What follows belongs to an exercise in optimizing a design on an open flow for small area; a production flow would make more cautious choices. Only simulation tests tie the RTL to the original design; equivalence was not proved. Power figures rest on the tool's default switching activity, not on a simulated workload.

### flow/config.mk
export PLATFORM = sky130hd
export DESIGN_NAME = lopill_core
export DESIGN_NICKNAME = lopill_core
export VERILOG_FILES = /design/flow/design.v
export SDC_FILE = /design/flow/constraint.sdc
export NUM_CORES = 4
export LEC_CHECK = 0
export CAP_MARGIN = 20
export CORE_MARGIN = 2
export CORE_UTILIZATION = 40
export PLACE_DENSITY = 0.6
export SLEW_MARGIN = 20
### flow/run.sh
#!/bin/bash
# synth_recipe.tcl (not shown) runs the flow's synth.tcl, then flattens the netlist and writes it again
# the make line also repeats each setting of config.mk as NAME=value (left out here)
make -C /OpenROAD-flow-scripts/flow DESIGN_CONFIG=/design/flow/config.mk WORK_HOME=/design/flow/orfs CLKGATE_MAP_FILE= SYNTH_SCRIPT=/design/flow/synth_recipe.tcl finish
### flow/constraint.sdc
create_clock -name core_clock -period 5.0 [get_ports {clk}]
set_input_delay 1.0000 -clock core_clock [delete_from_list [all_inputs] [get_ports {clk}]]
set_output_delay 1.0000 -clock core_clock [all_outputs]
set_load 0.01 [all_outputs]
### flow/design.v
module lopill_core (
    input  wire        clk,
    input  wire        rst,           
    output reg         port_req,
    output reg         port_we,
    output reg  [3:0]  port_addr,
    output reg  [31:0] port_wdata,
    input  wire        port_ack,
    input  wire [31:0] port_rdata
);
    localparam [31:0] CH_MASK0  = 32'h0000_0001;
    localparam [31:0] CH_MASK1  = 32'h0000_0002;
    localparam        EOA_BIT   = 0;
    localparam        MCE_BIT   = 1;
    localparam        TXE_BIT   = 0;
    localparam [7:0]  SUBADDR   = 8'h00;
    localparam [7:0]  MODE_CTRL = 8'h27;
    localparam [6:0]  TADDR     = 7'h70;
    localparam [7:0]  AUX_MASK  = 8'h02;
    localparam [2:0]  NPAY      = 3'd6;
    localparam [3:0] A_TS_CHEN    = 4'h0;
    localparam [3:0] A_TS_START   = 4'h1;
    localparam [3:0] A_TS_STATUS  = 4'h2;
    localparam [3:0] A_TS_ICR     = 4'h3;
    localparam [3:0] A_TS_COUNT   = 4'h4;
    localparam [3:0] A_SB_AUTOEND = 4'h8;
    localparam [3:0] A_SB_TADDR   = 4'h9;
    localparam [3:0] A_SB_NBYTES  = 4'hA;
    localparam [3:0] A_SB_START   = 4'hB;
    localparam [3:0] A_SB_STATUS  = 4'hC;
    localparam [3:0] A_SB_TXDATA  = 4'hD;
    localparam [1:0] U_MAIN = 2'b00;
    localparam [1:0] U_TAS  = 2'b01;
    localparam [1:0] U_DTX  = 2'b11;
    localparam [7:0] M_SETUP   = 8'b00_000_000;
    localparam [7:0] M_ACQUIRE = 8'b00_001_000;
    localparam [7:0] M_COMBINE = 8'b00_010_000;
    localparam [7:0] M_ENCODE  = 8'b00_011_000;
    localparam [7:0] M_SEND    = 8'b00_100_000;
    localparam [2:0] OP_T_ENABLE  = 3'd0;
    localparam [2:0] OP_T_START   = 3'd1;
    localparam [2:0] OP_T_POLL    = 3'd2;
    localparam [2:0] OP_T_ERR     = 3'd3;
    localparam [2:0] OP_T_COUNT   = 3'd4;
    localparam [2:0] OP_T_CLEAR   = 3'd5;
    localparam [2:0] OP_T_DISABLE = 3'd6;
    localparam [2:0] OP_X_BUILD   = 3'd0;
    localparam [2:0] OP_X_AUTOEND = 3'd1;
    localparam [2:0] OP_X_TADDR   = 3'd2;
    localparam [2:0] OP_X_NBYTES  = 3'd3;
    localparam [2:0] OP_X_START   = 3'd4;
    localparam [2:0] OP_X_POLL    = 3'd5;
    localparam [2:0] OP_X_WRITE   = 3'd6;
    reg  [7:0] pc;
    reg  [7:0] pc_next;
    reg        rmw_wr;        
    wire [1:0] unit = pc[7:6];
    wire [2:0] op   = pc[5:3];
    wire [2:0] idx  = pc[2:0];
    reg  [13:0] cnt   [0:1];      
    reg         err   [0:1];      
    reg  [15:0] comp;             
    reg  [7:0]  frame [0:3];      
    reg  [7:0]  pay   [0:5];      
    reg  [31:0] rmw_q;            
    function [7:0] hex;
        input [3:0] n;
        begin
            case (n)
                4'h0: hex = 8'h7D;
                4'h1: hex = 8'h0C;
                4'h2: hex = 8'hB5;
                4'h3: hex = 8'h9D;
                4'h4: hex = 8'hCC;
                4'h5: hex = 8'hD9;
                4'h6: hex = 8'hF9;
                4'h7: hex = 8'h0D;
                4'h8: hex = 8'hFD;
                4'h9: hex = 8'hDD;
                4'hA: hex = 8'hED;
                4'hB: hex = 8'hF8;
                4'hC: hex = 8'h71;
                4'hD: hex = 8'hBC;
                4'hE: hex = 8'hF1;
                default: hex = 8'hE1;
            endcase
        end
    endfunction
    wire [31:0] ch_mask = idx[0] ? CH_MASK1 : CH_MASK0;
    wire        ind     = err[0] | err[1];
    wire        done    = port_req & port_ack;
    always @(*) begin
        port_req   = 1'b0;
        port_we    = 1'b0;
        port_addr  = 4'h0;
        port_wdata = 32'h0;
        case (unit)
            U_TAS: begin
                case (op)
                    OP_T_ENABLE: begin
                        port_req   = 1'b1;
                        port_we    = rmw_wr;
                        port_addr  = A_TS_CHEN;
                        port_wdata = rmw_wr ? (rmw_q | ch_mask) : 32'h0;
                    end
                    OP_T_START: begin
                        port_req   = 1'b1;
                        port_we    = 1'b1;
                        port_addr  = A_TS_START;
                        port_wdata = 32'h1;
                    end
                    OP_T_POLL, OP_T_ERR: begin
                        port_req   = 1'b1;
                        port_addr  = A_TS_STATUS;
                    end
                    OP_T_COUNT: begin
                        port_req   = 1'b1;
                        port_addr  = A_TS_COUNT;
                    end
                    OP_T_CLEAR: begin
                        port_req   = 1'b1;
                        port_we    = 1'b1;
                        port_addr  = A_TS_ICR;
                        port_wdata = (32'h1 << EOA_BIT) | (32'h1 << MCE_BIT);
                    end
                    OP_T_DISABLE: begin
                        port_req   = 1'b1;
                        port_we    = rmw_wr;
                        port_addr  = A_TS_CHEN;
                        port_wdata = rmw_wr ? (rmw_q & ~ch_mask) : 32'h0;
                    end
                    default: ;
                endcase
            end
            U_DTX: begin
                case (op)
                    OP_X_AUTOEND: begin
                        port_req   = 1'b1;
                        port_we    = 1'b1;
                        port_addr  = A_SB_AUTOEND;
                        port_wdata = 32'h1;
                    end
                    OP_X_TADDR: begin
                        port_req   = 1'b1;
                        port_we    = 1'b1;
                        port_addr  = A_SB_TADDR;
                        port_wdata = {25'h0, TADDR};
                    end
                    OP_X_NBYTES: begin
                        port_req   = 1'b1;
                        port_we    = 1'b1;
                        port_addr  = A_SB_NBYTES;
                        port_wdata = {29'h0, NPAY};
                    end
                    OP_X_START: begin
                        port_req   = 1'b1;
                        port_we    = 1'b1;
                        port_addr  = A_SB_START;
                        port_wdata = 32'h1;
                    end
                    OP_X_POLL: begin
                        port_req   = 1'b1;
                        port_addr  = A_SB_STATUS;
                    end
                    OP_X_WRITE: begin
                        port_req   = 1'b1;
                        port_we    = 1'b1;
                        port_addr  = A_SB_TXDATA;
                        port_wdata = {24'h0, pay[idx]};
                    end
                    default: ;
                endcase
            end
            default: ;
        endcase
    end
    always @(*) begin
        pc_next = pc;
        case (unit)
            U_MAIN: begin
                case (pc)
                    M_SETUP:   pc_next = M_ACQUIRE;
                    M_ACQUIRE: pc_next = {U_TAS, OP_T_ENABLE, 3'd0};
                    M_COMBINE: pc_next = M_ENCODE;
                    M_ENCODE:  pc_next = M_SEND;
                    M_SEND:    pc_next = {U_DTX, OP_X_BUILD, 3'd0};
                    default:   pc_next = M_SETUP;
                endcase
            end
            U_TAS: begin
                if (done) begin
                    case (op)
                        OP_T_ENABLE:  if (rmw_wr) pc_next = {U_TAS, OP_T_START, idx};
                        OP_T_START:   pc_next = {U_TAS, OP_T_POLL, idx};
                        OP_T_POLL:    if (port_rdata[EOA_BIT] | port_rdata[MCE_BIT])
                                          pc_next = {U_TAS, OP_T_ERR, idx};
                        OP_T_ERR:     pc_next = {U_TAS, OP_T_COUNT, idx};
                        OP_T_COUNT:   pc_next = {U_TAS, OP_T_CLEAR, idx};
                        OP_T_CLEAR:   pc_next = {U_TAS, OP_T_DISABLE, idx};
                        OP_T_DISABLE: if (rmw_wr) pc_next = (idx == 3'd0) ?
                                          {U_TAS, OP_T_ENABLE, 3'd1} : M_COMBINE;
                        default:      pc_next = M_SETUP;
                    endcase
                end else if (op == 3'd7) begin
                    pc_next = M_SETUP;
                end
            end
            U_DTX: begin
                if (op == OP_X_BUILD) begin
                    pc_next = {U_DTX, OP_X_AUTOEND, 3'd0};
                end else if (done) begin
                    case (op)
                        OP_X_AUTOEND: pc_next = {U_DTX, OP_X_TADDR, 3'd0};
                        OP_X_TADDR:   pc_next = {U_DTX, OP_X_NBYTES, 3'd0};
                        OP_X_NBYTES:  pc_next = {U_DTX, OP_X_START, 3'd0};
                        OP_X_START:   pc_next = {U_DTX, OP_X_POLL, 3'd0};
                        OP_X_POLL:    if (port_rdata[TXE_BIT])
                                          pc_next = {U_DTX, OP_X_WRITE, idx};
                        OP_X_WRITE:   pc_next = (idx == NPAY - 3'd1) ? M_ACQUIRE :
                                          {U_DTX, OP_X_POLL, idx + 3'd1};
                        default:      pc_next = M_SETUP;
                    endcase
                end else if (op == 3'd7) begin
                    pc_next = M_SETUP;
                end
            end
            default: pc_next = M_SETUP;
        endcase
    end
    always @(posedge clk) begin
        if (rst) begin
            pc     <= M_SETUP;
            rmw_wr <= 1'b0;
        end else begin
            pc <= pc_next;
            if (unit == U_TAS && (op == OP_T_ENABLE || op == OP_T_DISABLE) && done)
                rmw_wr <= ~rmw_wr;
        end
    end
    always @(posedge clk) begin
        if (unit == U_TAS && done) begin
            case (op)
                OP_T_ENABLE, OP_T_DISABLE:
                    if (!rmw_wr) rmw_q <= port_rdata;
                OP_T_ERR:   err[idx[0]] <= port_rdata[MCE_BIT];
                OP_T_COUNT: cnt[idx[0]] <= port_rdata[13:0];
                default: ;
            endcase
        end
        if (pc == M_COMBINE)
            comp <= {cnt[0][11:4], cnt[1][11:4]};
        if (pc == M_ENCODE) begin
            frame[0] <= hex(comp[15:12]);
            frame[1] <= hex(comp[11:8]) | AUX_MASK;
            frame[2] <= hex(comp[7:4]) | (ind ? AUX_MASK : 8'h00);
            frame[3] <= hex(comp[3:0]);
        end
        if (unit == U_DTX && op == OP_X_BUILD) begin
            pay[0] <= SUBADDR;
            pay[1] <= MODE_CTRL;
            pay[2] <= frame[3];
            pay[3] <= frame[2];
            pay[4] <= frame[1];
            pay[5] <= frame[0];
        end
    end
endmodule
==> impl_metrics.json <==
{
  "synth_seq_cells": 133,
  "start_util_pct": 40.6,
  "rsz0062_at_grt": "false",
  "grt_pass1_wl_mm": 21.6,
  "grt_usage_pct": 16.7,
  "whs_path_depth": 0,
  "syn_nets": 592,
  "hold_violations": 0,
  "synth_top_family_by_area": "simple AND/OR/NAND/NOR gates",
  "synth-main-ff-cell": "edfxtp_1",
  "antenna_found_initial": 0,
  "synth_area_leaders": "edfxtp_1, ha_1, dfxtp_1",
  "routed-wl-met2_mm": 6.84,
  "ys.warnings.count": 3,
  "cts-root-buf": "clkbuf_16",
  "yosysMostFrequentCell": "edfxtp_1",
  "viasPerCell": 5.29,
  "drive_above_1_share_pct": 9.09,
  "cts.clk_slew.worst_paths_ns": 0.06,
  "holdCritStartpoint": "cnt[1][5]",
  "cp.arrival_ns": 2.99,
  "numPortBuffers": 72,
  "ir_drop_v": 0.000272,
  "worstMarginPinSlew_ns": 1.00,
  "dp_hpwl_mm": 9.59,
  "synth_adder_area_share_pct": 5.67,
  "outcome": "complete, no violations",
  "cap_violations": 0,
  "drtAntennaViolNets": 0,
  "slew-limit-headroom_pct": 33.0,
  "grt_max_degree": 33,
  "p_leak_nw": 2.71,
  "tritoncts": "built",
  "crit_type": "reg -> out",
  "critPathMaxFanout": 25,
  "synth_cell_types": 64,
  "drc": 0,
  "synth-xor-area-share_pct": 0.410,
  "synthTopCellsByCount": "edfxtp_1, nor2_1, a21oi_1, nand2_1",
  "row_count": 46,
  "wl_per_cell_um": 16.6,
  "end_kind": "output pin",
  "r2r-start": "pc[0]",
  "fin_skew_ns": 0.00729,
  "nNetsFinal": 658,
  "routed.top_layer": "met4",
  "ioPinCount": 73,
  "first_iter_violations": 365,
  "ys_seq_area_share_pct": 61.0,
  "period_share_pct": 79.8,
  "timing.rr.end": "comp[11]",
  "final_core_util_pct": 50.4,
  "met1_length_mm": 5.85,
  "dieArea_mm2": 0.0170,
  "finalMaxSlewViolations": 0,
  "grt_overflow": 0,
  "antenna_cells": 0,
  "clockBufferDepth": 2,
  "area_growth_pct": 24.2,
  "htree_levels": 4,
  "core-area_mm2": 0.0158,
  "cts_sinks": 133,
  "first_global_vias": 4143,
  "stdcell_area_mm2": 0.00795,
  "die_w_um": 131,
  "wl_met3_um": 749,
  "syn_inst": 528,
  "yosys.area.top_type": "edfxtp_1",
  "synthMuxAreaShare_pct": 2.07,
  "r2r_setup_slack_ns": 2.25,
  "synth_compound_area_share_pct": 13.5,
  "cts-buffers-inserted": 17,
  "gp_congestion": 0.913,
  "yosysTopAreaCellShare_pct": 58.2,
  "synth_area_per_cell_um2": 12.1,
  "holdCritPathClass": "reg -> reg",
  "finalSetupViolations": 0,
  "placed_area_mm2": 0.00734,
  "p_per_area_mw_per_mm2": 357,
  "fin_tns_setup_ns": 0,
  "clock.fmax_ghz": 0.251,
  "post-cts-setup-buffer-count": 0,
  "ys_async_sr_fraction_pct": 0,
  "clk_latency_ns": 0.41,
  "multi_input_area_mm2": 0.00229,
  "required_ns": 4.00,
  "wirelength_mm": 13.6,
  "num-fill-cells": 1390,
  "cts_hold_buffers": 0,
  "start_kind": "flop",
  "whs_endpoint": "comp[1]",
  "die_h_um": 131,
  "vias": 4344,
  "synthSimpleGateAreaFrac_pct": 13.7,
  "synth_enable_flop_cells": 124,
  "fin_crit_ns": 3.99,
  "ff2ff_path_depth": 4,
  "post_cts_resized": 0,
  "regArea_mm2": 0.00390,
  "dr.pass1.iters": 6,
  "netlist_area_mm2": 0.00640
}
sequential cells by signal, indices dropped and copies added, names as in the netlist:
signal,cells
frame,29
pc,8
pay,29
rmw_q,32
rmw_wr,1
comp,16
err,2
cnt,16
report_power, final:
group	leakage, nW	switching (W)	internal (W)
logic	1.22	0.000148	0.000123
registers	1.19	0.0000376	0.00126
clock network	0.298	0.000446	0.000828
area by class of cell:
| type | count | area share (%) |
|---|---|---|
| repair buffers | 81 | 9.92 |
| clock buffers | 17 | 5.35 |
| inverters | 25 | 1.18 |
| flip-flops and latches | 133 | 49.1 |
| multi-input cells | 336 | 28.8 |
| well taps | 216 | 3.40 |
| clock inverters | 13 | 2.28 |
layout by cell type (no fill, tap or decap), drive strengths merged, types with 3 or more instances in the layout:
cell type and instances:
a22oi 11, nand2 32, clkbuf 17, nor2b 19, nand2b 10, o211ai 4
clkdlybuf4s50 72, nor4 3, dfxtp 9, o2111ai 4, buf 9, nor2 40
a21oi 33, nand3 8, o21bai 4, o21ai 29, o21a 3, nor3b 4
nor3 8, a21boi 4, bufinv 4, inv 26, or3 4, clkinv 8
a22o 5, a221oi 5, and2 27, mux4 4, edfxtp 124, a31oi 3
a211oi 5, ha 29
layer usage:
layer  up-vias  track usage [%]
met2       137             28.0
met3        19             4.52
met5         -                0
met4         0             5.07
li1       2089                -
met1      2099             21.4
worst max-delay path by stage:
| stage | from | to | slack (ns) | cells after the start |
|---|---|---|---|---|
| 4_1_cts | pc[7] | port_wdata[7] | 1.03 | 4 |
| 5_1_grt | pc[7] | port_wdata[1] | 0.86 | 4 |
| 3_3_place_gp | port_ack | rmw_q[6] | 1.56 | 3 |
| 2_1_floorplan | port_ack | rmw_q[0] | 1.52 | 4 |
| 6_report | pc[7] | port_wdata[7] | 1.01 | 4 |
| 3_5_place_dp | pc[7] | port_wdata[7] | 1.47 | 4 |
per-stage QoR:
stage               hold slack (ns)  setup slack [ns]  total power, W  cells
global placement              0.401              1.56         0.00158    791
finish                        0.413              1.01         0.00284    821
floorplan                     0.400              1.52         0.00147    528
detailed placement            0.405              1.47         0.00158    791
CTS                           0.415              1.03         0.00286    821
global route                  0.422             0.856         0.00294    821
cells by family (layout without fill, tap and decap cells):
logic type,after synthesis,count (layout)
adder cells (fa/ha/maj),29,29
flip-flops,133,133
AO/OA/AOI/OAI,129,129
multiplexers,8,8
buffers and inverters,59,136
XOR/XNOR,3,3
AND/OR/NAND/NOR,167,167
worst max-delay path, cell delays in order (launching register included):
cell and delay, ns:
dfxtp_1 0.82, nand2_1 0.37, or4_1 0.59, o21ai_0 0.23, clkdlybuf4s50_1 0.57

[port drivers added, routing unchanged]
The flow's constraints put no driver on any port. The routed layout listed below was extracted and timed again, unchanged, in two steps. Step 1: set_driving_cell puts a clkbuf_16 on clk and a buf_2 on each other input, an assumption about the parent block. Step 2 adds t to the input delays and takes it off the output delays; t is the mean of the earliest and latest rising clock arrival at the registers after step 1. Input paths then give back, and output paths get back, about the clock's delay inside the block. Slacks: ideal ports / drivers / drivers and shift; pairs: ideal ports / drivers.
shift t [ns]: 0.444
setup slack, ns: 1.008 / 0.970 / 1.414
worst setup path at the end: register to output
worst slew at a driven data input, ns: 0.04
After both steps setup and hold are still met in this run. For this run, drivers alone change the setup slack by -0.038 ns; drivers and shift together by +0.406 ns.
